This design comes from an exercise in tuning for small area on the open sky130 flow, not from production work.
In this exercise RTL edits were held to simulation tests only and were not proved equivalent to the original.

## nec16_core
module nec16_core (
    input  wire        clk,
    input  wire        rst,           
    input  wire        step,          
    output wire        ready,         
    output wire        done,          
    output wire        err,           
    output wire [1:0]  err_code,      
    input  wire [3:0]  dbg_sel,
    output wire [15:0] dbg_val,
    input  wire        host_we,
    input  wire [15:0] host_wdata,
    output wire        bus_req,
    output wire        bus_we,
    output wire [15:0] bus_addr,
    output reg  [7:0]  bus_wdata,     
    input  wire        bus_ack,
    input  wire [7:0]  bus_rdata,
    input  wire        bus_err,
    input  wire [1:0]  bus_err_code
);
    localparam [6:0]
        S_IDLE = 7'd0,
        S_ADV  = 7'd1,    
        S_LI   = 7'd2,    
        S_JI1  = 7'd3,    
        S_UJ   = 7'd4,    
        S_SPT  = 7'd5,    
        S_CA5  = 7'd6,    
        S_PO3  = 7'd7,    
        S_SA1S = 7'd8,    
  ...
Size: about 1300 cells after synthesis, about 320 flip-flops, roughly 83 I/O pins.
Settings: LEC_CHECK=0, CAP_MARGIN=0, CORE_MARGIN=2, CORE_UTILIZATION=60, GPL_TIMING_DRIVEN=0, PLACE_DENSITY=0.75, SLEW_MARGIN=0; clock period 10.0 ns.
standard.sh (not shown) runs the stock make flow with config.mk's settings and CLKGATE_MAP_FILE= SYNTH_SCRIPT=/design/flow/synth_recipe.tcl, a recipe that flattens the netlist after the stock synthesis.
==> flow/flow/run.sh <==
#!/bin/bash
# The standard layout (standard.sh) with these changes:
#  - synthesis maps with flow/abc.script (deepsyn, then &nf mapping) and leaves
#    adders to ABC instead of extracting full/half adder cells (ADDER_MAP_FILE empty);
#  - ports are buffered with sky130_fd_sc_hd__buf_1;
#  - the clock tree is built from clkbuf_8 (clusters of at most 14 sinks) without dummy loads.
# Each ORFS step writes its full log under orfs/logs; make's output is in flow_make.log.
set -euo pipefail
HERE=$(pwd)
export AREA_ABC_SCRIPT=$HERE/flow/abc.script
export CTS_ARGS="-sink_clustering_enable -repair_clock_nets -buf_list sky130_fd_sc_hd__clkbuf_8 -sink_clustering_size 14 -sink_clustering_max_diameter 50 -dont_use_dummy_load"
bash standard.sh SYNTH_SCRIPT=$HERE/flow/synth.tcl ADDER_MAP_FILE= "BUFFER_PORTS_ARGS=-buffer_cell sky130_fd_sc_hd__buf_1" finish > $HERE/flow_make.log 2>&1
==> flow/flow/abc.script <==
strash
&get -n
&deepsyn -T 60
&put
balance
rewrite
refactor
balance
rewrite
rewrite -z
balance
refactor -z
rewrite -z
balance
&get -n
&dch
&nf -R 1000
&put
topo
==> flow/flow/synth.tcl <==
# synth_recipe.tcl with one change: the final technology mapping uses flow/abc.script
proc synth {args} { yosys synth -nofsm -noshare {*}$args }
proc abc {args} {
  set i [lsearch -exact $args -script]
  if { $i >= 0 } { lset args [expr { $i + 1 }] $::env(AREA_ABC_SCRIPT) }
  yosys abc {*}$args
}
source $::env(SCRIPTS_DIR)/synth.tcl
# left out here: clear keep_hierarchy, flatten, clean up, hide names made inside functions, write 1_2_yosys.v
The first run completed with no timing, DRC or antenna violations.
Then changed:
==> flow/flow/run.sh (replaced) <==
#!/bin/bash
# The standard layout (standard.sh) with these changes:
#  - synthesis maps with flow/abc.script (an area-oriented ABC script) and leaves
#    adders to ABC instead of extracting full/half adder cells (ADDER_MAP_FILE empty);
#  - ports are buffered with sky130_fd_sc_hd__buf_1;
#  - the clock tree is built from clkbuf_8 (clusters of at most 16 sinks) without dummy loads.
# Each ORFS step writes its full log under orfs/logs; make's output is in flow_make.log.
set -euo pipefail
HERE=$(pwd)
export AREA_ABC_SCRIPT=$HERE/flow/abc.script
export CTS_ARGS="-sink_clustering_enable -repair_clock_nets -buf_list sky130_fd_sc_hd__clkbuf_8 -sink_clustering_size 16 -sink_clustering_max_diameter 50 -dont_use_dummy_load"
bash standard.sh SYNTH_SCRIPT=$HERE/flow/synth.tcl ADDER_MAP_FILE= "BUFFER_PORTS_ARGS=-buffer_cell sky130_fd_sc_hd__buf_1" finish > $HERE/flow_make.log 2>&1
==> flow/flow/abc.script (replaced) <==
strash
&get -n
&deepsyn -T 60
&put
balance
rewrite
refactor
balance
rewrite
rewrite -z
balance
refactor -z
rewrite -z
balance
dch
amap
topo
Global-route usage goes up by 1.1 points. Synthesized cell count goes up by a little under a tenth. Routed wire length climbs by a few percent. Worst setup slack gets worse by 46 ps. Sequential share of layout area drops by 0.90 points. Non-clock buffer count is higher by 4. First-iteration DRC count went down by a few percent.

* * *

trial 72:
nec16_core again, from the RTL that the note above started with.
Settings: LEC_CHECK=0, CAP_MARGIN=0, CORE_MARGIN=2, CORE_UTILIZATION=50, GPL_TIMING_DRIVEN=0, SLEW_MARGIN=0; clock period 10.0 ns.
==> flow/flow/run.sh <==
#!/bin/bash
# The standard layout (standard.sh) with three changes:
#  - synthesis maps with flow/abc.script (an area-oriented ABC script);
#  - ports are buffered with sky130_fd_sc_hd__buf_1;
#  - the clock tree is built from clkbuf_8 (clusters of at most 14 sinks) without dummy loads.
# Each ORFS step writes its full log under orfs/logs; make's output is in flow_make.log.
set -euo pipefail
HERE=$(pwd)
export AREA_ABC_SCRIPT=$HERE/flow/abc.script
export CTS_ARGS="-sink_clustering_enable -repair_clock_nets -buf_list sky130_fd_sc_hd__clkbuf_8 -sink_clustering_size 14 -sink_clustering_max_diameter 50 -dont_use_dummy_load"
bash standard.sh SYNTH_SCRIPT=$HERE/flow/synth.tcl "BUFFER_PORTS_ARGS=-buffer_cell sky130_fd_sc_hd__buf_1" finish > $HERE/flow_make.log 2>&1
==> flow/flow/abc.script <==
strash
&get -n
&deepsyn -T 60
&put
balance
rewrite
refactor
balance
rewrite
rewrite -z
balance
refactor -z
rewrite -z
balance
dch
amap
topo
Scripts as last shown in full above: flow/flow/synth.tcl
#### Input delta (trial 68 over trial 72)
Settings: putting PLACE_DENSITY at 0.75 where nothing was set; swapping 50 for 60 in CORE_UTILIZATION.
==> flow/flow/run.sh <==
#!/bin/bash
# The standard layout (standard.sh) with three changes:
#  - synthesis maps with flow/abc.script (an area-oriented ABC script);
#  - ports are buffered with sky130_fd_sc_hd__buf_1;
#  - the clock tree is built from clkbuf_8 (clusters of at most 16 sinks) without dummy loads.
# Each ORFS step writes its full log under orfs/logs; make's output is in flow_make.log.
set -euo pipefail
HERE=$(pwd)
export AREA_ABC_SCRIPT=$HERE/flow/abc.script
export CTS_ARGS="-sink_clustering_enable -repair_clock_nets -buf_list sky130_fd_sc_hd__clkbuf_8 -sink_clustering_size 16 -sink_clustering_max_diameter 50 -dont_use_dummy_load"
bash standard.sh SYNTH_SCRIPT=$HERE/flow/synth.tcl "BUFFER_PORTS_ARGS=-buffer_cell sky130_fd_sc_hd__buf_1" finish > $HERE/flow_make.log 2>&1
==> run summary <==
Trial 68 ends up with higher met1 track demand over resource than trial 72 does.
Compared trial 68 vs trial 72, and worst reg-to-reg setup slack is down in trial 68.
In trial 68 the number of rows in the core area turned out 6 lower than in trial 72.
Looking at the reports, trial 68 completed the entire flow and the layout it produced met the timing, design-rule and antenna checks.
Fraction of the cycle the final worst path needs | trial 68 above trial 72
Finished layout cell area: trial 68 vs trial 72 down 180 um2
From trial 72 to trial 68 the numbers moved as follows: clock latency reported for the late side of the worst-skew pair increased 0.02 ns.
In trial 68 the clock slew seen by the registers of the worst setup and hold paths turned out 0.02 ns higher than in trial 72.
Compared to trial 72, trial 68 has wire length about 5% higher.
Diff trial 68..trial 72 | synthesized cell count | unchanged

* * *

## quartz
nec16_core again, from the RTL that the note above started with.
==> flow/config.mk <==
export PLATFORM = sky130hd
export DESIGN_NAME = nec16_core
export DESIGN_NICKNAME = nec16_core
export VERILOG_FILES = /design/flow/design.v
export SDC_FILE = /design/flow/constraint.sdc
export NUM_CORES = 4
export LEC_CHECK = 0
export CAP_MARGIN = 0
export CORE_MARGIN = 2
export CORE_UTILIZATION = 60
export GPL_TIMING_DRIVEN = 0
export PLACE_DENSITY = 0.75
export SLEW_MARGIN = 0
==> flow/constraint.sdc <==
create_clock -name core_clock -period 10.0 [get_ports {clk}]
set_input_delay 2.0000 -clock core_clock [delete_from_list [all_inputs] [get_ports {clk}]]
set_output_delay 2.0000 -clock core_clock [all_outputs]
set_load 0.01 [all_outputs]
==> flow/flow/run.sh <==
#!/bin/bash
# The standard layout (standard.sh) with these changes:
#  - synthesis maps with flow/abc.script (deepsyn, then &nf mapping) and leaves
#    adders to ABC instead of extracting full/half adder cells (ADDER_MAP_FILE empty);
#  - ports are buffered with sky130_fd_sc_hd__buf_1;
#  - the clock tree is built from clkbuf_8 (clusters of at most 16 sinks) without dummy loads.
# Each ORFS step writes its full log under orfs/logs; make's output is in flow_make.log.
set -euo pipefail
HERE=$(pwd)
export AREA_ABC_SCRIPT=$HERE/flow/abc.script
export CTS_ARGS="-sink_clustering_enable -repair_clock_nets -buf_list sky130_fd_sc_hd__clkbuf_8 -sink_clustering_size 16 -sink_clustering_max_diameter 50 -dont_use_dummy_load"
bash standard.sh SYNTH_SCRIPT=$HERE/flow/synth.tcl ADDER_MAP_FILE= "BUFFER_PORTS_ARGS=-buffer_cell sky130_fd_sc_hd__buf_1" finish > $HERE/flow_make.log 2>&1
==> flow/flow/abc.script <==
strash
&get -n
&deepsyn -T 60
&put
balance
rewrite
refactor
balance
rewrite
rewrite -z
balance
refactor -z
rewrite -z
balance
&get -n
&dch
&nf -R 1000
&put
topo
Scripts as last shown in full above: flow/flow/synth.tcl
### quartz -> fjord
==> flow/flow/run.sh <==
#!/bin/bash
# The standard layout (standard.sh) with these changes:
#  - synthesis maps with flow/abc.script (an area-oriented ABC script) and leaves
#    adders to ABC instead of extracting full/half adder cells (ADDER_MAP_FILE empty);
#  - ports are buffered with sky130_fd_sc_hd__buf_1;
#  - the clock tree is built from clkbuf_8 (clusters of at most 14 sinks) without dummy loads.
# Each ORFS step writes its full log under orfs/logs; make's output is in flow_make.log.
set -euo pipefail
HERE=$(pwd)
export AREA_ABC_SCRIPT=$HERE/flow/abc.script
export CTS_ARGS="-sink_clustering_enable -repair_clock_nets -buf_list sky130_fd_sc_hd__clkbuf_8 -sink_clustering_size 14 -sink_clustering_max_diameter 50 -dont_use_dummy_load"
bash standard.sh SYNTH_SCRIPT=$HERE/flow/synth.tcl ADDER_MAP_FILE= "BUFFER_PORTS_ARGS=-buffer_cell sky130_fd_sc_hd__buf_1" finish > $HERE/flow_make.log 2>&1
-- flow/flow/abc.script --
<<< quartz, line 14
balance
&get -n
&dch
&nf -R 1000
&put
topo
>>> fjord, line 14
balance
dch
amap
topo
Results
Looking at the reports, quartz completed the entire flow and the layout it produced met the timing, design-rule and antenna checks.
In summary, fjord completed successfully, with a layout that passed the timing, design-rule and antenna checks.
Any difference in met1 global-route usage between fjord and quartz is small enough to ignore.
fjord vs. quartz: time the worst path needs with I/O delays and setup went up by 150 ps.
Compared with quartz, fjord degrades netlist area before placement.
Delta(wire length on met1, fjord - quartz) > 0
Between fjord and quartz, slew at the pin closest to its max-slew limit is higher for quartz, fjord comes in under that.

[afterwards: timing with drivers on the ports]
In the flow no input, the clock included, has a driving cell. The finished layouts below were timed again as built, in two steps. Step 1: set_driving_cell puts a clkbuf_16 on clk and a buf_2 on each other input, an assumption about the parent block. Step 2 also shifts input and output timing later by t, the mid clock arrival at the registers, as if the neighbouring blocks saw the same clock. Slacks: ideal ports / drivers / drivers and shift; pairs: ideal ports / drivers.
| run | t, ns | setup WS [ns] | hold slack, ns | worst setup path at the end | pins driven straight from the clock port |
|---|---|---|---|---|---|
| the first run of note 1 | 0.602 | 0.621 / 0.621 / 0.621 | 0.567 / 0.567 / 0.567 | register to register | 1 |
| the second run of note 1 | 0.608 | 0.575 / 0.575 / 0.575 | 0.617 / 0.617 / 0.617 | register to register | 1 |
| trial 72 | 0.586 | 0.749 / 0.749 / 0.749 | 0.608 / 0.608 / 0.608 | register to register | 1 |
| trial 68 | 0.605 | 0.410 / 0.410 / 0.329 | 0.621 / 0.621 / 0.621 | input to register | 1 |
| quartz | 0.594 | 0.705 / 0.705 / 0.705 | 0.569 / 0.569 / 0.569 | register to register | 1 |
| fjord | 0.621 | 0.551 / 0.551 / 0.551 | 0.620 / 0.620 / 0.620 | register to register | 1 |
After both steps setup and hold are still met in every run listed. The setup slack of trial 68, which loses most, moves by 0.000 ns with the drivers and by -0.081 ns with both steps.
